This design comes from an exercise in tuning for small area and few clock cycles on the open sky130 flow, not from production work.
At most, simulation tests tie the RTL to the original design; equivalence was not proved.
For run 1, only the layout was checked, not whether the RTL still works.
No activity file was given, so power comes from the tool's default toggle rates.

File: design/flow/config.mk
export PLATFORM = sky130hd
export DESIGN_NAME = ice_node
export DESIGN_NICKNAME = ice_node
export VERILOG_FILES = /design/flow/design.v
export SDC_FILE = /design/flow/constraint.sdc
export NUM_CORES = 4
export LEC_CHECK = 0
export CAP_MARGIN = 20
export CORE_MARGIN = 2
export CORE_UTILIZATION = 40
export CTS_BUF_LIST = sky130_fd_sc_hd__clkbuf_8 sky130_fd_sc_hd__clkbuf_16
export PLACE_DENSITY = 0.6
export SLEW_MARGIN = 20
File: design/flow/constraint.sdc
create_clock -name core_clock -period 6.5 [get_ports {clk}]
set_input_delay 1.3000 -clock core_clock [delete_from_list [all_inputs] [get_ports {clk}]]
set_output_delay 1.3000 -clock core_clock [all_outputs]
set_load 0.01 [all_outputs]
File: design/flow/design.v
module ice_node (
    input  wire        clk,
    input  wire        rst,
    input  wire        stored_addr_valid,
    input  wire [15:0] stored_addr,
    input  wire        channel_init_ok,
    input  wire        timer_arm_ok,
    input  wire [1:0]  thermal_status,
    input  wire        rx_valid,
    input  wire [7:0]  rx_data,
    output wire        rx_ready,
    input  wire        cmd_valid,
    input  wire [2:0]  cmd_op,
    input  wire [2:0]  cmd_idx,
    input  wire [15:0] cmd_dest,
    input  wire [15:0] cmd_x,
    input  wire [15:0] cmd_y,
    input  wire [15:0] cmd_z,
    output wire        cmd_ready,
    output wire        tx_valid,
    output wire [7:0]  tx_data,
    input  wire        tx_ready,
    output reg         rpt_valid,
    output reg  [7:0]  rpt_code,
    output wire [31:0] rpt_info,
    output wire        pwm_valid,
    output wire [2:0]  pwm_idx,
    output wire        pwm_ch,
    output wire [7:0]  pwm_level
);
    function [15:0] crc_step;
        input [15:0] crc;
        input [7:0]  b;
        reg   [7:0]  tmp;
        begin
            tmp      = crc[15:8] ^ b;
            tmp      = tmp ^ (tmp >> 4);
            crc_step = (crc << 8) ^ ({8'd0, tmp} << 12) ^ ({8'd0, tmp} << 5) ^ {8'd0, tmp};
        end
    endfunction
    localparam [15:0] CRC_AFTER_VER = 16'hF1D1;
    wire        boot_ok   = channel_init_ok & timer_arm_ok;
    wire [15:0] node_addr = stored_addr_valid ? stored_addr : 16'h0010;
    assign rx_ready = boot_ok & ~rst;
    wire   rx_fire  = rx_valid & rx_ready;
    reg    busy;          
    reg [3:0] cnt;        
    reg    hm;
    assign cmd_ready = boot_ok & ~rst & ~busy & ~hm & ~(rx_valid & (cnt == 4'd15));
    wire   cmd_fire  = cmd_valid & cmd_ready;
    localparam [2:0] V_PEER  = 3'd0;    
    localparam [2:0] V_MAGIC = 3'd1;    
    localparam [2:0] V_OK    = 3'd2;    
    localparam [2:0] V_VER   = 3'd3;    
    localparam [2:0] V_ADDR  = 3'd4;    
    localparam [2:0] V_UNK   = 3'd5;    
    localparam [2:0] V_RANGE = 3'd6;    
    localparam [2:0] V_SOL   = 3'd7;    
    reg [15:0] crc;
    reg [2:0]  v;
    reg        cb;            
    reg [31:0] info;          
    wire take = rx_fire & ((cnt != 4'd0) | (rx_data == 8'hC5));
    wire last = rx_fire & (cnt == 4'd15);
    wire [15:0] dest_rx  = {rx_data, info[7:0]};
    wire        addr_ok  = (dest_rx == 16'hFFFF) || (dest_rx == node_addr);
    wire        cb_now   = cb | (rx_data != crc[15:8]);
    wire        frame_ok = ~cb_now;      
    assign rpt_info = info;
    always @(posedge clk) begin
        if (rst) begin
            cnt <= 4'd0;
        end else if (take) begin
            cnt <= cnt + 4'd1;
        end
    end
    always @(posedge clk) begin
        if (take) begin
            if (cnt[3:2] == 2'b00)
                crc <= 16'hFFFF;
            else if (cnt <= 4'd13)
                crc <= crc_step(crc, rx_data);
        end
    end
    always @(posedge clk) begin
        if (take) begin
            case (cnt)
                4'd1: v <= (rx_data == 8'h34) ? V_OK : V_MAGIC;
                4'd3: if (v == V_OK && !addr_ok) v <= V_ADDR;
                4'd4: if ((v == V_OK || v == V_ADDR) && rx_data != 8'h01) v <= V_VER;
                4'd5: if (v == V_OK) v <= (rx_data == 8'h10) ? V_PEER :
                                          (rx_data == 8'h11) ? V_SOL : V_UNK;
                4'd6: if (v == V_SOL) v <= (rx_data < 8'd6)    ? V_OK :
                                          (rx_data == 8'hFF)   ? V_SOL : V_RANGE;
                4'd7, 4'd8: if (v == V_SOL && rx_data != 8'h00) v <= V_RANGE;
                default: ;
            endcase
        end
    end
    always @(posedge clk) begin
        if (take) begin
            if (cnt == 4'd14) cb <= (rx_data != crc[7:0]);
            if (cnt == 4'd15) cb <= cb_now;
        end
    end
    always @(posedge clk) begin
        if (rst) begin
            info <= 32'd0;
        end else if (take) begin
            case (cnt)
                4'd1: info <= {24'd0, rx_data};
                4'd2: if (v == V_OK) info[7:0]  <= rx_data;
                4'd3: if (v == V_OK && !addr_ok) info[15:8] <= rx_data;
                4'd4: if ((v == V_OK || v == V_ADDR) && rx_data != 8'h01)
                          info[15:0] <= {8'd0, rx_data};
                4'd5: if (v == V_OK && rx_data != 8'h10 && rx_data != 8'h11)
                          info[7:0] <= rx_data;
                4'd6: begin
                    if (v == V_PEER) info[23:16] <= rx_data;
                    if (v == V_SOL)  info[7:0]   <= rx_data;
                end
                4'd7: if (v == V_PEER || v == V_OK) info[31:24] <= rx_data;
                4'd8: if (v == V_PEER || v == V_OK) info[15:8]  <= rx_data;
                4'd9: if (v == V_PEER) info[7:0] <= rx_data;
                4'd14: if (v != V_MAGIC && rx_data != crc[7:0])
                          info[23:0] <= {rx_data, crc};
                4'd15: if (v != V_MAGIC && cb_now) begin
                          info[31:24] <= rx_data;
                          if (!cb) info[23:0] <= {crc[7:0], crc};
                      end
                default: ;
            endcase
        end
    end
    always @(posedge clk) begin
        if (rst)
            rpt_valid <= ~boot_ok;
        else
            rpt_valid <= last && (cb_now || (v != V_OK && v != V_SOL));
    end
    always @(*) begin
        if (!boot_ok)
            rpt_code = channel_init_ok ? 8'hF1 : 8'hF0;
        else if (v == V_MAGIC)
            rpt_code = 8'h01;
        else if (cb)
            rpt_code = 8'h02;
        else
            rpt_code = {3'd0, v == V_PEER, 1'b0, v};
    end
    reg [5:0]  act_en;
    reg [5:0]  act_s;
    reg [7:0]  act_m [0:5];
    reg [2:0]  hk;            
    reg        hz;            
    reg        ph, pl;        
    wire do_set  = last && frame_ok && (v == V_OK);
    wire do_halt = last && frame_ok && (v == V_SOL);
    wire [2:0]  sid  = info[2:0];
    wire [15:0] sval = {info[15:8], info[31:24]};
    reg [7:0] new_m;
    always @(*) begin
        if (sval[15])
            new_m = (sval[15:8] == 8'hFF && sval[7:0] != 8'd0) ? (8'd0 - sval[7:0]) : 8'd255;
        else
            new_m = (sval[15:8] == 8'd0) ? sval[7:0] : 8'd255;
    end
    wire new_s  = sval[15];
    wire new_nz = (sval != 16'd0);
    wire [2:0] ridx  = hm ? hk : sid;
    wire [7:0] rd_m  = act_m[ridx];
    wire       rd_s  = act_s[ridx];
    wire       rd_en = act_en[ridx];
    wire       old_nz = (rd_m != 8'd0);
    wire       h_ev   = hm & ~hz & rd_en & old_nz;
    assign pwm_valid = h_ev | ph | pl;
    assign pwm_idx   = ridx;
    assign pwm_ch    = hm ? rd_s : ~ph;
    assign pwm_level = (hm || (pwm_ch != rd_s)) ? 8'd0 : rd_m;
    wire eq_m   = (rd_m == new_m);
    wire hi_ev  = (rd_s == new_s) ? (~rd_s & ~eq_m) : (rd_s ? new_nz : old_nz);
    wire lo_ev  = (rd_s == new_s) ? ( rd_s & ~eq_m) : (rd_s ? old_nz : new_nz);
    wire       wr    = h_ev | hz | (do_set & rd_en);
    wire [7:0] wdata = hm ? 8'd0 : new_m;
    integer i;
    always @(posedge clk) begin
        if (rst) begin
            act_en <= 6'h3F;
            hm     <= 1'b1;
            hk     <= 3'd0;
            hz     <= 1'b1;
            ph     <= 1'b0;
            pl     <= 1'b0;
        end else begin
            if (ph)
                ph <= 1'b0;
            else
                pl <= 1'b0;
            if (hm) begin
                hk <= hk + 3'd1;
                if (hk == 3'd5) begin
                    hm <= 1'b0;
                    hz <= 1'b0;
                end
            end else if (do_halt) begin
                hm <= 1'b1;
                hk <= 3'd0;
            end
            if (do_set && rd_en) begin
                ph <= hi_ev;
                pl <= lo_ev;
            end
            for (i = 0; i < 6; i = i + 1)
                if (wr && ridx == i) begin
                    act_m[i] <= wdata;
                    if (!hm) act_s[i] <= new_s;
                end
            if (cmd_fire && cmd_op[2:1] == 2'b00 && cmd_idx < 3'd6)
                act_en[cmd_idx] <= ~cmd_op[0];
        end
    end
    reg [3:0]  tc;
    reg [1:0]  ttype;         
    reg [15:0] tcrc;          
    reg [15:0] tx_x, tx_y, tx_z;
    assign tx_valid = busy;
    wire ann   = (ttype == 2'd0);
    wire accel = (ttype == 2'd3);
    reg [7:0] txd;
    always @(*) begin
        case (tc)
            4'd0:  txd = 8'hC5;
            4'd1:  txd = 8'h34;
            4'd2:  txd = tcrc[7:0];
            4'd3:  txd = tcrc[15:8];
            4'd4:  txd = 8'h01;
            4'd5:  txd = {6'b000100, ttype};
            4'd6:  txd = ann ? node_addr[7:0]  : tx_x[7:0];
            4'd7:  txd = ann ? node_addr[15:8] : tx_x[15:8];
            4'd8:  txd = ann ? 8'h12 : accel ? tx_y[7:0]  : 8'd0;
            4'd9:  txd = ann ? {6'd0, tx_y[9:8]} : accel ? tx_y[15:8] : 8'd0;
            4'd10: txd = accel ? tx_z[7:0]  : 8'd0;
            4'd11: txd = accel ? tx_z[15:8] : 8'd0;
            4'd14: txd = tcrc[7:0];
            4'd15: txd = tcrc[15:8];
            default: txd = 8'd0;
        endcase
    end
    assign tx_data = txd;
    always @(posedge clk) begin
        if (rst) begin
            busy  <= boot_ok;
            tc    <= 4'd0;
            ttype <= 2'd0;
            tcrc  <= 16'hFFFF;
        end else if (busy) begin
            if (tx_ready) begin
                tc <= tc + 4'd1;
                if (tc == 4'd15)
                    busy <= 1'b0;
                if (tc == 4'd4)
                    tcrc <= CRC_AFTER_VER;
                else if (tc >= 4'd5 && tc <= 4'd13)
                    tcrc <= crc_step(tcrc, txd);
            end
        end else if (cmd_fire) begin
            case (cmd_op)
                3'd2, 3'd5: begin
                    busy  <= 1'b1;
                    ttype <= 2'd0;
                            tcrc  <= 16'hFFFF;
                end
                3'd3, 3'd4: begin
                    busy  <= 1'b1;
                    ttype <= {1'b1, cmd_op[2]};
                    tcrc  <= cmd_dest;
                end
                default: ;
            endcase
        end
    end
    wire ann_op = (cmd_op == 3'd2) || (cmd_op == 3'd5);
    always @(posedge clk) begin
        if (rst || cmd_fire) begin
            tx_x <= cmd_x;
            tx_y <= {cmd_y[15:10], (rst || ann_op) ? thermal_status : cmd_y[9:8], cmd_y[7:0]};
            tx_z <= cmd_z;
        end
    end
endmodule
File: design/flow/flow/run.sh
#!/bin/bash
# Standard layout, with the port buffers made of the smallest buffer cell.
set -euo pipefail
export BUFFER_PORTS_ARGS="-buffer_cell sky130_fd_sc_hd__buf_1"
bash standard.sh > standard.log 2>&1
File: design/flow/standard.sh
#!/bin/bash
# synth_recipe.tcl (not shown) runs the flow's synth.tcl, then flattens the netlist and writes it again
# the make line also repeats each setting of config.mk as NAME=value (left out here)
make -C /OpenROAD-flow-scripts/flow DESIGN_CONFIG=/design/flow/config.mk WORK_HOME=/design/flow/orfs CLKGATE_MAP_FILE= SYNTH_SCRIPT=/design/flow/synth_recipe.tcl "${@:-finish}"
==> metrics.yaml, run 1 <==
run_status:
  outcome: "timing/DRC/antenna clean"
yosys:
  ys_top_cells_by_area: "edfxtp_1, dfxtp_1, nand2_1"
  synthCells: 1168
  synth_area_mm2: 0.01098
  yosysWarnings: 2
  synth_top_cell_area_share: 0.3337
  synth_commonest_cells: "edfxtp_1, nand2_1, nor2_1"
  yosysSeqAreaShare: 0.4668
  synthFlopType: "edfxtp_1"
  yosysTopAreaCell: "edfxtp_1"
  synth_fp_nets: 1287
  synth_edf_count: 122
  synth.avg_cell_area_um2: 9.400
  yosysUniqueCellTypes: 85
  ys_ff_latch: 195
  async_reset_ff_frac: 0
cts:
  cts_root_buffer: "clkbuf_16"
  clockBufferDepth: 2
  clock-sinks: 195
  cts_buffers: 17
  htree_num_levels: 4
  cts_hold_buf: 0
  clock_latency_ps: 440
  ctsResizeCount: 0
  post_cts_buffers: 0
  cts.clk_slew.worst_paths_ps: 80
  cts_tree: "done"
worst_setup_path:
  endpoint_kind: "output pin"
  required_ps: 5200
  start_kind: "register"
  crit_fanout: 24
  path_class: "register to output pin"
  cp.arrival_ps: 4130
sta:
  slew_headroom: 0.3001
  tightest_slew_ps: 1023
  fmax_ghz: 0.1842
  period_share: 0.8352
  rsz0062_at_grt: "no"
  setup_viol: 0
  holdWs_ps: 483.4
  finalCriticalPeriod_ps: 5429
  slew_viol_final: 0
  hold_viol_final: 0
  fin_tns_setup_ps: 0
  finClkSkew_ps: 10.47
hold_path:
  hp-class: "register to register"
floorplan:
  die_w_um: 169.7
  core_area_mm2: 0.02695
  die-area_mm2: 0.02879
  placementRows: 60
  fp.dieH_um: 169.7
  pin_count: 169
  initial_core_util: 0.4074
grt:
  grt_usage: 0.2310
  grt-ovfl-total: 0
  antenna_found_initial: 0
  met3_usage: 0.04104
  grt_start_max_net_pins: 82
  first_global_vias: 8876
  grt.busiest_layer: "met2"
  grt_pass1_wl_um: 51360
  grt_use_met2: 0.3675
  grtUsageMet1: 0.3293
power_and_ir_drop:
  fin_total_pwr_mw: 2.850
  p_per_area_mw_per_mm2: 230.1
  peakVddDrop_v: 0.0001631
  p_leak_nw: 4.278
job:
  cap_violations: 0
routing:
  wl_per_cell_um: 20.66
  drt-total-wl_um: 33730
  vias_per_cell: 5.857
  drc: 0
  vias: 9565
  first_pass_iters: 5
  drt_iter0_markers: 960
  final_antenna_net_count: 0
cells_and_area:
  n_fill_cell: 2597
  drive_gt1_frac: 0.05573
  final_cells: 1633
  n_antenna_cell: 0
  fin_nets: 1398
  multi_input_area_mm2: 0.005405
  regArea_mm2: 0.005125
  areaGrowthSynthToFinish_pct: 12.79
placement:
  dp_cells: 1601
  routabilityCongestion: 0.8964
  hpwl_um: 24690
  io_buffers: 167
-- state kept, by name, indices dropped and copies added, names as in the netlist, 2 cells and up --
name	cells
act_m	48
info	32
crc	16
tcrc	16
tx_x	16
tx_y	16
tx_z	16
act_en	6
act_s	6
cnt	4
tc	4
hk	3
v	3
ttype	2
-- cells by family after synthesis --
kind of cell | Yosys count | share of synthesized area
compound gates | 313 | 0.1920
flops | 195 | 0.4668
xor+xnor | 72 | 0.06006
simple gates | 437 | 0.1993
buf+inv | 114 | 0.04376
other cells | 1 | 0.0003416
fa+ha+maj | 15 | 0.01709
mux | 21 | 0.02063
-- stage by stage --
stage,cell area [um^2],setup WS [ps],util
2_1_floorplan,10980,2664,-
3_3_place_gp,11760,1578,0.4362
3_5_place_dp,11760,1471,0.4362
4_1_cts,12360,1140,0.4585
5_1_grt,12380,811.7,0.4595
6_report,12380,1071,0.4595
-- worst max-delay path, cell delays in order (launching register included) --
cell and delay [ps]:
dfxtp_1 920, mux2i_4 750, inv_2 340, nor3_1 350, nor2_1 190, o22ai_1 420, nand4_1 190, o21ai_1 220
o21ai_0 140, buf_1 160
-- cell usage in the layout, fill, tap and decap left out, types with 23 or more instances in the layout --
cell	count
buf_1	166
nand2_1	122
edfxtp_1	122
nor2_1	116
dfxtp_1	73
a21oi_1	70
xor2_1	46
o21ai_0	45
a22oi_1	37
nand3_1	31
nor3_1	27
inv_1	24
xnor2_1	24
o22ai_1	23
-- report_power, final --
group | switching, mW | total, mW | leakage [nW] | internal (mW)
Combinational | 0.255 | 0.393 | 2.19 | 0.138
Sequential | 0.0206 | 1.37 | 1.79 | 1.35
Clock | 0.508 | 1.09 | 0.295 | 0.581
-- metal layers --
layer	share of wire	routed length [um]
met2	0.47	15950
met4	0.012	410
met1	0.46	15410
met3	0.058	1963
met5	0	0
-- layout make-up --
cell class,count,area share
Clock buffer,17,0.03435
Clock inverter,15,0.01435
Sequential cell,195,0.4139
Multi-Input combinational cell,859,0.4365
Tap cell,341,0.03445
Inverter,26,0.007881
Timing Repair Buffer,180,0.05860
-- path summary, 6_finish.rpt --
kind / startpoint / endpoint / slack, ps / depth (start not counted)
setup / recovery: hm / pwm_valid / 1070 / 9
hold / removal: act_en[4] / act_en[4] / 480 / 2
setup reg to reg: hm / act_m[5][1] / 2140 / 9
hold reg to reg: act_en[4] / act_en[4] / 480 / 2
==> run 2: changes to the inputs <==
--- a/design/flow/design.v
+++ b/design/flow/design.v
@@ -110,14 +110,14 @@
             case (cnt)
                 4'd1: info <= {24'd0, rx_data};
                 4'd2: if (v == V_OK) info[7:0]  <= rx_data;
-                4'd3: if (v == V_OK && !addr_ok) info[15:8] <= rx_data;
+                4'd3: if (v == V_OK) info[15:8] <= rx_data;
                 4'd4: if ((v == V_OK || v == V_ADDR) && rx_data != 8'h01)
                           info[15:0] <= {8'd0, rx_data};
                 4'd5: if (v == V_OK && rx_data != 8'h10 && rx_data != 8'h11)
-                          info[7:0] <= rx_data;
+                          info[15:0] <= {8'd0, rx_data};
                 4'd6: begin
                     if (v == V_PEER) info[23:16] <= rx_data;
-                    if (v == V_SOL)  info[7:0]   <= rx_data;
+                    if (v == V_SOL)  info[15:0]  <= {8'd0, rx_data};
                 end
                 4'd7: if (v == V_PEER || v == V_OK) info[31:24] <= rx_data;
                 4'd8: if (v == V_PEER || v == V_OK) info[15:8]  <= rx_data;
--- a/design/flow/config.mk
+++ b/design/flow/config.mk
@@ -8,6 +8,5 @@
 export CAP_MARGIN = 20
 export CORE_MARGIN = 2
 export CORE_UTILIZATION = 40
-export CTS_BUF_LIST = sky130_fd_sc_hd__clkbuf_8 sky130_fd_sc_hd__clkbuf_16
 export PLACE_DENSITY = 0.6
 export SLEW_MARGIN = 20
==> run 2 against run 1 <==
Compared with the run above: still clean on timing, DRC and antenna; non-clock buffer count shrank 2; via count increased by 1.6%; register-to-register slack better by 110 ps; sequential power barely moved; sequential share of layout area decreased by 0.85 points; utilization fell by 0.32 points; maximum frequency rose by 5.5%; die area rose by 2.2%; count of clock-buffer cells in the layout stayed put; wire length fell by 2.5%; clock power is essentially flat; setup slack improved by 280 ps; critical path type unchanged; largest cell class unchanged.
==> metrics.yaml, run 2 <==
run_status:
  outcome: "timing/DRC/antenna clean"
yosys:
  synthFlopType: "edfxtp_1"
  synth_fp_nets: 1310
  yosysWarnings: 2
  yosys.cell_count.top_type: "edfxtp_1"
  yosysTopAreaCell: "edfxtp_1"
  synth_commonest_cells: "edfxtp_1, nor2_1, nand2_1"
  yosysSeqAreaShare: 0.4563
  yosysUniqueCellTypes: 89
  ys_ff_latch: 195
  synthCells: 1191
  synth.avg_cell_area_um2: 9.431
  synth_edf_count: 122
  ys_top_cells_by_area: "edfxtp_1, dfxtp_1, xnor2_1"
  synth_area_mm2: 0.01123
  synth_top_cell_area_share: 0.3262
  async_reset_ff_frac: 0
power_and_ir_drop:
  p_leak_nw: 3.998
  p_per_area_mw_per_mm2: 229.0
  peakVddDrop_v: 0.0001199
cells_and_area:
  n_fill_cell: 2712
  layout_commonest_cell: "buf_1"
  drive_gt1_frac: 0.06585
  top_register: "act_m"
  largest_register_ff_count: 48
  regArea_mm2: 0.005125
  layout_common_cells: "buf_1, edfxtp_1, nor2_1"
  top_regs: "act_m: 48 flops, info: 32 flops"
  areaGrowthSynthToFinish_pct: 12.55
  multi_input_area_mm2: 0.005603
  fin_nets: 1412
worst_setup_path:
  cp.arrival_ps: 3840
  endpoint_kind: "output pin"
  crit_fanout: 24
  critPathLaunch: "hm"
  r2r_start: "hm"
  start_kind: "register"
  required_ps: 5200
  reg2reg_depth: 10
  path_class: "register to output pin"
floorplan:
  die_w_um: 171.6
  die-area_mm2: 0.02944
  pin_count: 169
  initial_core_util: 0.4054
  fp.dieH_um: 171.6
  placementRows: 61
  core_area_mm2: 0.02771
sta:
  hold_viol_final: 0
  fin_tns_setup_ps: 0
  setup_viol: 0
  finClkSkew_ps: 16.66
  setup_ws_ps: 1356
  fmax_ghz: 0.1944
  period_share: 0.7914
  slew_viol_final: 0
  finalCriticalPeriod_ps: 5144
  slew_headroom: 0.2848
  rsz0062_at_grt: "no"
  tightest_slew_ps: 1069
cts:
  clockBufferDepth: 2
  clock_latency_ps: 450
  clock-sinks: 195
  cts_root_buffer: "clkbuf_16"
  htree_num_levels: 4
  ctsResizeCount: 0
  cts_buffers: 17
  cts.clk_slew.worst_paths_ps: 80
  cts_tree: "done"
  post_cts_buffers: 0
  cts_hold_buf: 0
routing:
  vias: 9715
  wl_per_cell_um: 19.53
  drc: 0
  drt-total-wl_um: 32900
  first_pass_iters: 5
  final_antenna_net_count: 0
  drt_iter0_markers: 796
  vias_per_cell: 5.766
placement:
  hpwl_um: 24250
  io_buffers: 167
  routabilityCongestion: 0.9398
  pre_cts_ws_ps: 1668
grt:
  first_global_vias: 9183
  antenna_found_initial: 3
  grt_usage: 0.2267
  grt-ovfl-total: 0
  grt_pass1_wl_um: 51590
  grt_start_max_net_pins: 49
hold_path:
  holdCritStartpoint: "hz"
  min_path_cells: 1
  hp-class: "register to register"
job:
  cap_violations: 0
==> run 2: cell count changes after synthesis, sizes merged, moves of 7 or more <==
cell,change
o21ai,+13
nor4,-9
nand2,-28
o22ai,-7
nand3,+17
a211oi,+10
nand3b,+9
xor2,-39
or2,+7
clkbuf,+11
xnor2,+43
==> run 2: worst max-delay path: stages (launching register included) <==
cell,delay (ps)
dfxtp_1,390
buf_4,300
mux2i_4,620
inv_2,280
nor2_1,380
a21oi_2,200
o22ai_1,450
nand4_1,260
o21ai_1,210
o21ai_0,140
buf_1,160
==> run 2: worst paths after layout <==
| path | to | slack [ps] |
|---|---|---|
| max | pwm_valid | 1360 |
| min | hz | 480 |
| max reg2reg | act_m[5][1] | 2250 |
| min reg2reg | hz | 480 |
==> run 2: logic make-up after synthesis <==
family	count (synthesis)	share of synthesized area
other cells	1	0.0003339
mux	26	0.02651
xor+xnor	75	0.06249
flops	195	0.4563
buf+inv	120	0.04556
fa+ha+maj	15	0.01671
compound gates	328	0.1977
simple gates	431	0.1944
==> run 2: cell type report <==
cell class                      instances  share of cell area
Timing Repair Buffer                  178             0.05622
Clock buffer                           17             0.03365
Sequential cell                       195              0.4054
Tap cell                              378             0.03741
Clock inverter                         15             0.01653
Antenna cell                            1           0.0001979
Inverter                               25            0.007423
Multi-Input combinational cell        876              0.4432
==> run 2: where the power goes <==
part	switching, mW	internal, mW	total [mW]
Combinational	0.265	0.156	0.420
Sequential	0.0234	1.35	1.37
Clock	0.566	0.537	1.10
==> run 2: routing by layer <==
metal  part of all wire  GRT usage  vias to the layer above
li1                   -          -                     4612
met1               0.44     0.3085                     4709
met2               0.48     0.3684                      342
met3              0.056    0.03313                       50
met4              0.025    0.07922                        2
met5            0.00033          0                        -
==> run 2: through the flow <==
stage	area [um^2]	hold slack [ps]	utilization	total power [mW]	instances
after detailed placement	12000	469.5	0.4331	1.818	1652
final	12640	483.3	0.4563	2.895	1685
after floorplan	11230	444.4	-	1.687	1191
after global routing	12640	506.3	0.4563	3.012	1685
after global placement	12000	464.4	0.4331	1.817	1652
after CTS	12630	488.8	0.4560	2.920	1684
Testbench counts of run 2, summed over its fixed seeds: cycles 13,119.
==> run 3: changes to the inputs <==
--- a/design/flow/design.v
+++ b/design/flow/design.v
@@ -45,8 +45,8 @@
     wire   rx_fire  = rx_valid & rx_ready;
     reg    busy;          
     reg [3:0] cnt;        
-    reg    hm;
-    assign cmd_ready = boot_ok & ~rst & ~busy & ~hm & ~(rx_valid & (cnt == 4'd15));
+    reg    hq, hm;        
+    assign cmd_ready = boot_ok & ~rst & ~busy & ~hq & ~hm & ~(rx_valid & (cnt == 4'd15));
     wire   cmd_fire  = cmd_valid & cmd_ready;
     localparam [2:0] V_PEER  = 3'd0;    
     localparam [2:0] V_MAGIC = 3'd1;    
@@ -110,14 +110,14 @@
             case (cnt)
                 4'd1: info <= {24'd0, rx_data};
                 4'd2: if (v == V_OK) info[7:0]  <= rx_data;
-                4'd3: if (v == V_OK) info[15:8] <= rx_data;
+                4'd3: if (v == V_OK && !addr_ok) info[15:8] <= rx_data;
                 4'd4: if ((v == V_OK || v == V_ADDR) && rx_data != 8'h01)
                           info[15:0] <= {8'd0, rx_data};
                 4'd5: if (v == V_OK && rx_data != 8'h10 && rx_data != 8'h11)
-                          info[15:0] <= {8'd0, rx_data};
+                          info[7:0] <= rx_data;
                 4'd6: begin
                     if (v == V_PEER) info[23:16] <= rx_data;
-                    if (v == V_SOL)  info[15:0]  <= {8'd0, rx_data};
+                    if (v == V_SOL)  info[7:0]   <= rx_data;
                 end
                 4'd7: if (v == V_PEER || v == V_OK) info[31:24] <= rx_data;
                 4'd8: if (v == V_PEER || v == V_OK) info[15:8]  <= rx_data;
@@ -149,11 +149,15 @@
             rpt_code = {3'd0, v == V_PEER, 1'b0, v};
     end
     reg [5:0]  act_en;
-    reg [5:0]  act_s;
-    reg [7:0]  act_m [0:5];
-    reg [2:0]  hk;            
+    reg [7:0]  rm [0:5];      
+    reg [5:0]  rs;            
+    reg [2:0]  ap;            
     reg        hz;            
+    reg        sq;            
     reg        ph, pl;        
+    reg [2:0]  p_id;          
+    reg [7:0]  p_m;
+    reg        p_s;
     wire do_set  = last && frame_ok && (v == V_OK);
     wire do_halt = last && frame_ok && (v == V_SOL);
     wire [2:0]  sid  = info[2:0];
@@ -165,60 +169,80 @@
         else
             new_m = (sval[15:8] == 8'd0) ? sval[7:0] : 8'd255;
     end
-    wire new_s  = sval[15];
-    wire new_nz = (sval != 16'd0);
-    wire [2:0] ridx  = hm ? hk : sid;
-    wire [7:0] rd_m  = act_m[ridx];
-    wire       rd_s  = act_s[ridx];
-    wire       rd_en = act_en[ridx];
-    wire       old_nz = (rd_m != 8'd0);
-    wire       h_ev   = hm & ~hz & rd_en & old_nz;
+    wire       at_end = (ap == 3'd5);
+    wire [7:0] h_m    = rm[0];
+    wire       h_s    = rs[0];
+    wire       h_nz   = (h_m != 8'd0);
+    wire       h_ev   = hm & act_en[ap] & h_nz;
+    wire       s_hit  = sq & (ap == p_id);
+    wire p_nz  = (p_m != 8'd0);
+    wire eq_m  = (h_m == p_m);
+    wire hi_ev = (h_s == p_s) ? (~h_s & ~eq_m) : (h_s ? p_nz : h_nz);
+    wire lo_ev = (h_s == p_s) ? ( h_s & ~eq_m) : (h_s ? h_nz : p_nz);
     assign pwm_valid = h_ev | ph | pl;
-    assign pwm_idx   = ridx;
-    assign pwm_ch    = hm ? rd_s : ~ph;
-    assign pwm_level = (hm || (pwm_ch != rd_s)) ? 8'd0 : rd_m;
-    wire eq_m   = (rd_m == new_m);
-    wire hi_ev  = (rd_s == new_s) ? (~rd_s & ~eq_m) : (rd_s ? new_nz : old_nz);
-    wire lo_ev  = (rd_s == new_s) ? ( rd_s & ~eq_m) : (rd_s ? old_nz : new_nz);
-    wire       wr    = h_ev | hz | (do_set & rd_en);
-    wire [7:0] wdata = hm ? 8'd0 : new_m;
+    assign pwm_idx   = hm ? ap : p_id;
+    assign pwm_ch    = hm ? h_s : ~ph;
+    assign pwm_level = (hm || (pwm_ch != p_s)) ? 8'd0 : p_m;
+    reg [7:0] t_m;
+    reg       t_s;
+    always @(*) begin
+        t_m = h_m;
+        t_s = h_s;
+        if (hz || h_ev)
+            t_m = 8'd0;
+        else if (s_hit) begin
+            t_m = p_m;
+            t_s = p_s;
+        end
+    end
     integer i;
     always @(posedge clk) begin
+        for (i = 0; i < 5; i = i + 1)
+            rm[i] <= rm[i+1];
+        rm[5] <= t_m;
+        rs    <= {t_s, rs[5:1]};
+    end
+    always @(posedge clk) begin
         if (rst) begin
             act_en <= 6'h3F;
-            hm     <= 1'b1;
-            hk     <= 3'd0;
+            ap     <= 3'd0;
             hz     <= 1'b1;
+            hq     <= 1'b0;
+            hm     <= 1'b0;
+            sq     <= 1'b0;
             ph     <= 1'b0;
             pl     <= 1'b0;
         end else begin
+            ap <= at_end ? 3'd0 : ap + 3'd1;
+            if (at_end) begin
+                hz <= 1'b0;
+                hm <= hq;
+                hq <= 1'b0;
+            end
             if (ph)
                 ph <= 1'b0;
             else
                 pl <= 1'b0;
-            if (hm) begin
-                hk <= hk + 3'd1;
-                if (hk == 3'd5) begin
-                    hm <= 1'b0;
-                    hz <= 1'b0;
-                end
-            end else if (do_halt) begin
-                hm <= 1'b1;
-                hk <= 3'd0;
-            end
-            if (do_set && rd_en) begin
+            if (s_hit) begin
+                sq <= 1'b0;
                 ph <= hi_ev;
                 pl <= lo_ev;
             end
-            for (i = 0; i < 6; i = i + 1)
-                if (wr && ridx == i) begin
-                    act_m[i] <= wdata;
-                    if (!hm) act_s[i] <= new_s;
-                end
+            if (do_halt)
+                hq <= 1'b1;
+            if (do_set && act_en[sid])
+                sq <= 1'b1;
             if (cmd_fire && cmd_op[2:1] == 2'b00 && cmd_idx < 3'd6)
                 act_en[cmd_idx] <= ~cmd_op[0];
         end
     end
+    always @(posedge clk) begin
+        if (do_set) begin
+            p_id <= sid;
+            p_m  <= new_m;
+            p_s  <= sval[15];
+        end
+    end
     reg [3:0]  tc;
     reg [1:0]  ttype;         
     reg [15:0] tcrc;          
==> design/flow/flow/run.sh (replaced) <==
#!/bin/bash
# Standard layout, with the port buffers made of the smallest buffer cell
# and a clock tree of clkbuf_8 leaves under a clkbuf_16 root.
set -euo pipefail
export BUFFER_PORTS_ARGS="-buffer_cell sky130_fd_sc_hd__buf_1"
export CTS_ARGS="-sink_clustering_enable -repair_clock_nets -buf_list sky130_fd_sc_hd__clkbuf_8 -root_buf sky130_fd_sc_hd__clkbuf_16"
bash standard.sh > standard.log 2>&1
==> run 3 against run 2 <==
Compared with the run above: still clean; setup slack improved by 920 ps; via count decreased by 4.8%; final area decreased by 2.1%; largest power group is now the clock network.
==> metrics.yaml, run 3 <==
run_status:
  outcome: "timing/DRC/antenna clean"
power_and_ir_drop:
  pwr-share-comb: 0.092
  p_sw_mw: 0.7838
  switching_share: 0.2512
  seq_power_share: 0.453
  p_leak_nw: 4.437
  power_frac_clock: 0.455
  intPower_mw: 2.337
  p_per_area_mw_per_mm2: 252.2
  peakVddDrop_v: 0.0001548
  fin_total_pwr_mw: 3.120
cts:
  cts_buffers: 38
  clock-sinks: 209
  cts.clk_slew.worst_paths_ps: 60
  cts_tree: "done"
  cts_hold_buf: 0
  htree_num_levels: 2
  clock_latency_ps: 490
  ctsResizeCount: 0
  cts_root_buffer: "clkbuf_16"
  clockBufferDepth: 3
  post_cts_buffers: 0
routing:
  vias_per_cell: 5.653
  drt-total-wl_um: 31320
  final_antenna_net_count: 0
  drc: 0
  vias: 9249
  wl_per_cell_um: 19.14
  first_pass_iters: 6
  drt_iter0_markers: 700
placement:
  io_buffers: 167
  routabilityCongestion: 0.8538
  hpwl_um: 22150
worst_setup_path:
  required_ps: 5200
  start_kind: "input port"
  endpoint_kind: "output pin"
  path_class: "input port to output pin"
  slowest_stage: "or4bb_1"
  worst_path_largest_cell_delay_ps: 520
  crit_fanout: 30
  cp_cell_sequence: "clkbuf_2, or4bb_1, a21oi_1, a2111oi_4, nand3_1, buf_1"
  cp.arrival_ps: 2920
cells_and_area:
  n_fill_cell: 2604
  n_antenna_cell: 0
  largest_register_ff_count: 48
  top_register: "rm"
  top_regs: "rm: 48 flops, info: 32 flops"
  drive_gt1_frac: 0.08185
  layout_commonest_cell: "buf_1"
  layout_common_cells: "buf_1, dfxtp_1, nand2_1"
  fin_nets: 1386
  areaGrowthSynthToFinish_pct: 14.91
hold_path:
  hp-class: "register to register"
yosys:
  yosys.cell_count.top_type: "dfxtp_1"
  synth_top_cell_area_share: 0.2398
  yosysWarnings: 2
  yosysUniqueCellTypes: 88
  yosysTopAreaCell: "dfxtp_1"
  synthFlopType: "dfxtp_1"
  ys_top_cells_by_area: "dfxtp_1, edfxtp_1, nand2_1"
  synth_area_mm2: 0.01077
  synth_fp_nets: 1253
  synthCells: 1133
  ys_ff_latch: 209
  synth_commonest_cells: "dfxtp_1, nand2_1, nor2_1"
  synth_edf_count: 80
  synth.avg_cell_area_um2: 9.505
  yosysSeqAreaShare: 0.4629
  async_reset_ff_frac: 0
grt:
  grt_usage: 0.2141
  grtUsageMet1: 0.3169
  grt-ovfl-total: 0
  first_global_vias: 8540
  grt.busiest_layer: "met1"
  met3_usage: 0.04114
  grt_use_met2: 0.3158
  grt_start_max_net_pins: 73
  antenna_found_initial: 0
  grt_pass1_wl_um: 48050
floorplan:
  pin_count: 169
  placementRows: 60
  die-area_mm2: 0.02825
  core_area_mm2: 0.02673
  initial_core_util: 0.4029
  fp.dieH_um: 168.1
  die_w_um: 168.1
sta:
  period_share: 0.6498
  finClkSkew_ps: 15.96
  fmax_ghz: 0.2367
  fin_tns_setup_ps: 0
  rsz0062_at_grt: "no"
  hold_viol_final: 0
  slew_headroom: 0.3533
  setup_viol: 0
  slew_viol_final: 0
  tightest_slew_ps: 970.0
  finalCriticalPeriod_ps: 4224
job:
  cap_violations: 0
==> run 3: cell types whose count changed after synthesis, moves of 17 or more <==
| cell | delta |
|---|---|
| clkbuf_1 | -18 |
| dfxtp_1 | +56 |
| edfxtp_1 | -42 |
| inv_1 | +18 |
| nand2_1 | +22 |
| nor2_1 | -31 |
| xnor2_1 | -17 |
==> run 3: cell families (layout without fill, tap and decap cells) <==
logic type / Yosys count / count (layout) / share of synthesized area
flip-flops: 209 / 209 / 0.4629
adder cells (fa/ha/maj): 16 / 16 / 0.01859
XOR/XNOR: 68 / 68 / 0.05786
AND/OR/NAND/NOR: 399 / 399 / 0.1880
other: 1 / 1 / 0.0003482
multiplexers: 33 / 33 / 0.03369
buffers and inverters: 118 / 280 / 0.04775
AO/OA/AOI/OAI: 289 / 289 / 0.1909
==> run 3: worst paths after layout <==
kind / startpoint / end / slack, ps / cells after the start
hold / removal: rm[1][5] / rm[0][5] / 320 / 0
hold reg to reg: rm[1][5] / rm[0][5] / 320 / 0
setup reg to reg: tc[0] / tcrc[7] / 3000 / 9
setup / recovery: stored_addr_valid / tx_data[4] / 2280 / 6
==> run 3: per-stage QoR <==
stage	setup slack [ps]	hold WS, ps	utilization	cells	instance area [um^2]
3_3_place_gp	1948	310.1	0.4300	1567	11490
6_report	2276	324.5	0.4630	1636	12370
2_1_floorplan	2852	309.6	-	1133	10770
3_5_place_dp	1873	312.1	0.4300	1567	11490
5_1_grt	2037	325.3	0.4630	1636	12370
4_1_cts	1884	322.1	0.4626	1636	12360
==> run 3: power groups by stage <==
stage                     Sequential, mW  Combinational [mW]  Clock [mW]
after floorplan                     1.43               0.194           0
after global placement              1.44               0.279           0
after detailed placement            1.44               0.282           0
after CTS                           1.41               0.285        1.46
after global routing                1.41               0.314        1.52
final                               1.41               0.288        1.42
==> run 3: cell type report <==
| class | count | area, um^2 | share of cell area |
|---|---|---|---|
| flip-flops and latches | 209 | 4985 | 0.4028 |
| inverters | 40 | 150.1 | 0.01213 |
| multi-input cells | 806 | 5281 | 0.4268 |
| clock buffers | 43 | 648.1 | 0.05238 |
| repair buffers | 171 | 659.4 | 0.05329 |
| well taps | 341 | 426.7 | 0.03448 |
| clock inverters | 26 | 224.0 | 0.01810 |
==> run 3: routing by layer <==
layer,up-vias,wire [um]
met5,-,0
met4,0,735
met3,64,2046
met2,329,13570
met1,4413,14970
li1,4443,-
==> run 3: worst max-delay path, delay by kind of cell <==
kind	cells	cell delay [ps]
compound gates	2	370
buf+inv	2	580
simple gates	2	660
Testbench counts of run 3, summed over its fixed seeds: cycles 13,129.
==> run 4: changes to the inputs <==
==> design/flow/flow/run.sh (replaced) <==
#!/bin/bash
# Standard layout, with the port buffers made of the smallest buffer cell.
set -euo pipefail
export BUFFER_PORTS_ARGS="-buffer_cell sky130_fd_sc_hd__buf_1"
bash standard.sh > standard.log 2>&1
--- a/design/flow/config.mk
+++ b/design/flow/config.mk
@@ -8,5 +8,6 @@
 export CAP_MARGIN = 20
 export CORE_MARGIN = 2
 export CORE_UTILIZATION = 40
+export CTS_BUF_LIST = sky130_fd_sc_hd__clkbuf_8 sky130_fd_sc_hd__clkbuf_16
 export PLACE_DENSITY = 0.6
 export SLEW_MARGIN = 20
==> run 4 against run 3 <==
Compared with the run above: non-clock buffer count unchanged; final area down 0.87%; global-route usage down 0.38 points; register-to-register slack worse by 20 ps; critical path depth up 1; critical endpoint is now tx_data[6]; largest power group is now registers.
==> metrics.yaml, run 4 <==
yosys:
  synthAdderAreaFrac: 0.01859
  synth-compound-area-share: 0.1909
  synth_top_cell_area_share: 0.2398
  yosys.area_share.simple: 0.1880
  ys_top_cells_by_area: "dfxtp_1, edfxtp_1, nand2_1"
  synth_edf_count: 80
  synth.avg_cell_area_um2: 9.505
  async_reset_ff_frac: 0
  yosysTopAreaCell: "dfxtp_1"
  yosysUniqueCellTypes: 88
  synthCells: 1133
  synth_area_mm2: 0.01077
  synth_top_family_by_area: "compound AO/OA/AOI/OAI gates"
  yosysWarnings: 2
  ys_ff_latch: 209
  synth-xor-area-share: 0.05786
  yosys.cell_count.top_type: "dfxtp_1"
  yosysSeqAreaShare: 0.4629
  synth_commonest_cells: "dfxtp_1, nand2_1, nor2_1"
  synth_fp_nets: 1253
  synthMuxAreaShare: 0.03369
  synthFlopType: "dfxtp_1"
sta:
  tightest_slew_ps: 1023
  period_share: 0.6605
  fmax_ghz: 0.2329
  setup_viol: 0
  slew_headroom: 0.3182
  finalCriticalPeriod_ps: 4294
  fin_tns_setup_ps: 0
  finClkSkew_ps: 10.74
  rsz0062_at_grt: "no"
  slew_viol_final: 0
  holdWs_ps: 324.5
  hold_viol_final: 0
cts:
  cts_tree: "done"
  cts_buffers: 24
  cts_hold_buf: 0
  ctsResizeCount: 0
  cts.clk_slew.worst_paths_ps: 60
  clock_latency_ps: 520
  clockBufferDepth: 3
  post_cts_buffers: 0
  htree_num_levels: 1
  clock-sinks: 209
  cts_root_buffer: "clkbuf_16"
cells_and_area:
  n_fill_cell: 2625
  largest_register_ff_count: 48
  layout_commonest_cell: "buf_1"
  areaGrowthSynthToFinish_pct: 13.91
  layout_common_cells: "buf_1, dfxtp_1, nand2_1"
  fin_nets: 1372
  top_register: "rm"
  n_antenna_cell: 0
  top_regs: "rm: 48 flops, info: 32 flops"
  drive_gt1_frac: 0.07008
worst_setup_path:
  endpoint_kind: "output pin"
  start_kind: "register"
  critPathTopFamily: "compound AO/OA/AOI/OAI gates"
  slowest_stage: "ha_1"
  cp_cell_sequence: "inv_1, ha_1, a22oi_1, a21oi_1, a2111o_1, or2_2, buf_1"
  critPathBufInv: 2
  path_class: "register to output pin"
  worst_path_largest_cell_delay_ps: 570
  required_ps: 5200
  crit_fanout: 23
  cp.arrival_ps: 2990
power_and_ir_drop:
  p_leak_nw: 4.367
  peakVddDrop_v: 0.0001481
  p_per_area_mw_per_mm2: 243.8
routing:
  drt-total-wl_um: 30910
  vias: 9210
  vias_per_cell: 5.717
  first_pass_iters: 6
  drt_iter0_markers: 710
  wl_per_cell_um: 19.18
  final_antenna_net_count: 0
  drc: 0
floorplan:
  die_w_um: 168.1
  fp.dieH_um: 168.1
  placementRows: 60
  initial_core_util: 0.4029
  die-area_mm2: 0.02825
  pin_count: 169
  core_area_mm2: 0.02673
grt:
  grt-ovfl-total: 0
  first_global_vias: 8399
  antenna_found_initial: 0
  grt_start_max_net_pins: 73
  grt_usage: 0.2103
  grt_pass1_wl_um: 47400
placement:
  routabilityCongestion: 0.8538
  hpwl_um: 22150
  io_buffers: 167
hold_path:
  hp-class: "register to register"
run_status:
  outcome: "timing/DRC/antenna clean"
job:
  cap_violations: 0
==> run 4: kinds of logic after synthesis <==
| group | Yosys count |
|---|---|
| compound gates | 289 |
| other cells | 1 |
| simple gates | 399 |
| buf+inv | 118 |
| mux | 33 |
| fa+ha+maj | 16 |
| xor+xnor | 68 |
| flops | 209 |
==> run 4: worst paths after layout <==
check | start | to | slack (ps) | cells past startpoint
worst min-delay path | rm[1][6] | rm[0][6] | 320 | 0
worst max-delay path | tc[0] | tx_data[6] | 2210 | 7
worst min register to register | rm[1][6] | rm[0][6] | 320 | 0
worst max register to register | tc[0] | tcrc[7] | 2980 | 9
==> run 4: worst reg2reg max path: cells and delay by family (launching register included) <==
family,cells,cell delay (ps)
AOI/OAI and AO/OA,4,1310
adders and majority gates,1,860
buffers and inverters,1,150
DFF,1,330
and+or+nand+nor,3,760
==> run 4: final cells by class <==
class / count / area (um^2) / share of cell area
clock buffer: 27 / 641.9 / 0.05233
tap: 341 / 426.7 / 0.03478
sequential: 209 / 4985 / 0.4064
clock inverter: 17 / 122.6 / 0.009996
multi-input combinational: 806 / 5281 / 0.4305
timing repair buffer: 171 / 659.4 / 0.05375
inverter: 40 / 150.1 / 0.01224
==> run 4: per-stage QoR <==
step	cells	util	cell area, um^2	power (mW)	setup slack, ps
finish	1611	0.4590	12270	2.990	2206
CTS	1611	0.4586	12260	3.020	1884
detailed placement	1567	0.4300	11490	1.721	1873
global route	1611	0.4590	12270	3.100	2018
floorplan	1133	-	10770	1.623	2852
global placement	1567	0.4300	11490	1.718	1948
==> run 4: metal layers <==
metal,global-route usage,vias up,part of all wire
li1,-,4405,-
met1,0.3163,4404,0.48
met2,0.3158,352,0.44
met3,0.02985,49,0.063
met4,0.05697,0,0.021
met5,0,-,0
==> run 4: power by group <==
part	switching, mW	internal (mW)	total [mW]
combinational	0.180	0.107	0.287
clock	0.540	0.751	1.29
sequential	0.0243	1.39	1.41
total	0.745	2.25	2.99

[static timing again, ports no longer ideal]
No port has a modelled driver above. Below, the same layouts with a new extraction and two added sets of constraints.
Step 1, drivers: a clkbuf_16 drives clk and a buf_2 each remaining input, both assumed.
Step 2, shift: input delay + t, output delay - t, t = (earliest + latest rising clock arrival at the registers) / 2. This alone moves slack from input paths to output paths.
Three values: ideal, step 1, step 2; two values: the first two.
| run | shift t [ns] | slack for setup (ns) | hold WS [ns] | clock arrival spread, ns | worst data-port slew with drivers (ns) |
|---|---|---|---|---|---|
| run 1 | 0.483 | 1.071 / 1.022 / 1.505 | 0.483 / 0.483 / 0.483 | 0.012 / 0.012 | 0.06 |
| run 2 | 0.491 | 1.356 / 1.305 / 1.584 | 0.483 / 0.483 / 0.483 | 0.017 / 0.017 | 0.07 |
| run 3 | 0.530 | 2.276 / 2.229 / 2.235 | 0.325 / 0.325 / 0.325 | 0.016 / 0.016 | 0.06 |
| run 4 | 0.565 | 2.206 / 2.157 / 2.219 | 0.325 / 0.325 / 0.325 | 0.011 / 0.012 | 0.06 |
After both steps setup and hold are still met in every run listed. The setup slack of run 3, which loses most, moves by -0.047 ns with the drivers and by -0.041 ns with both steps.
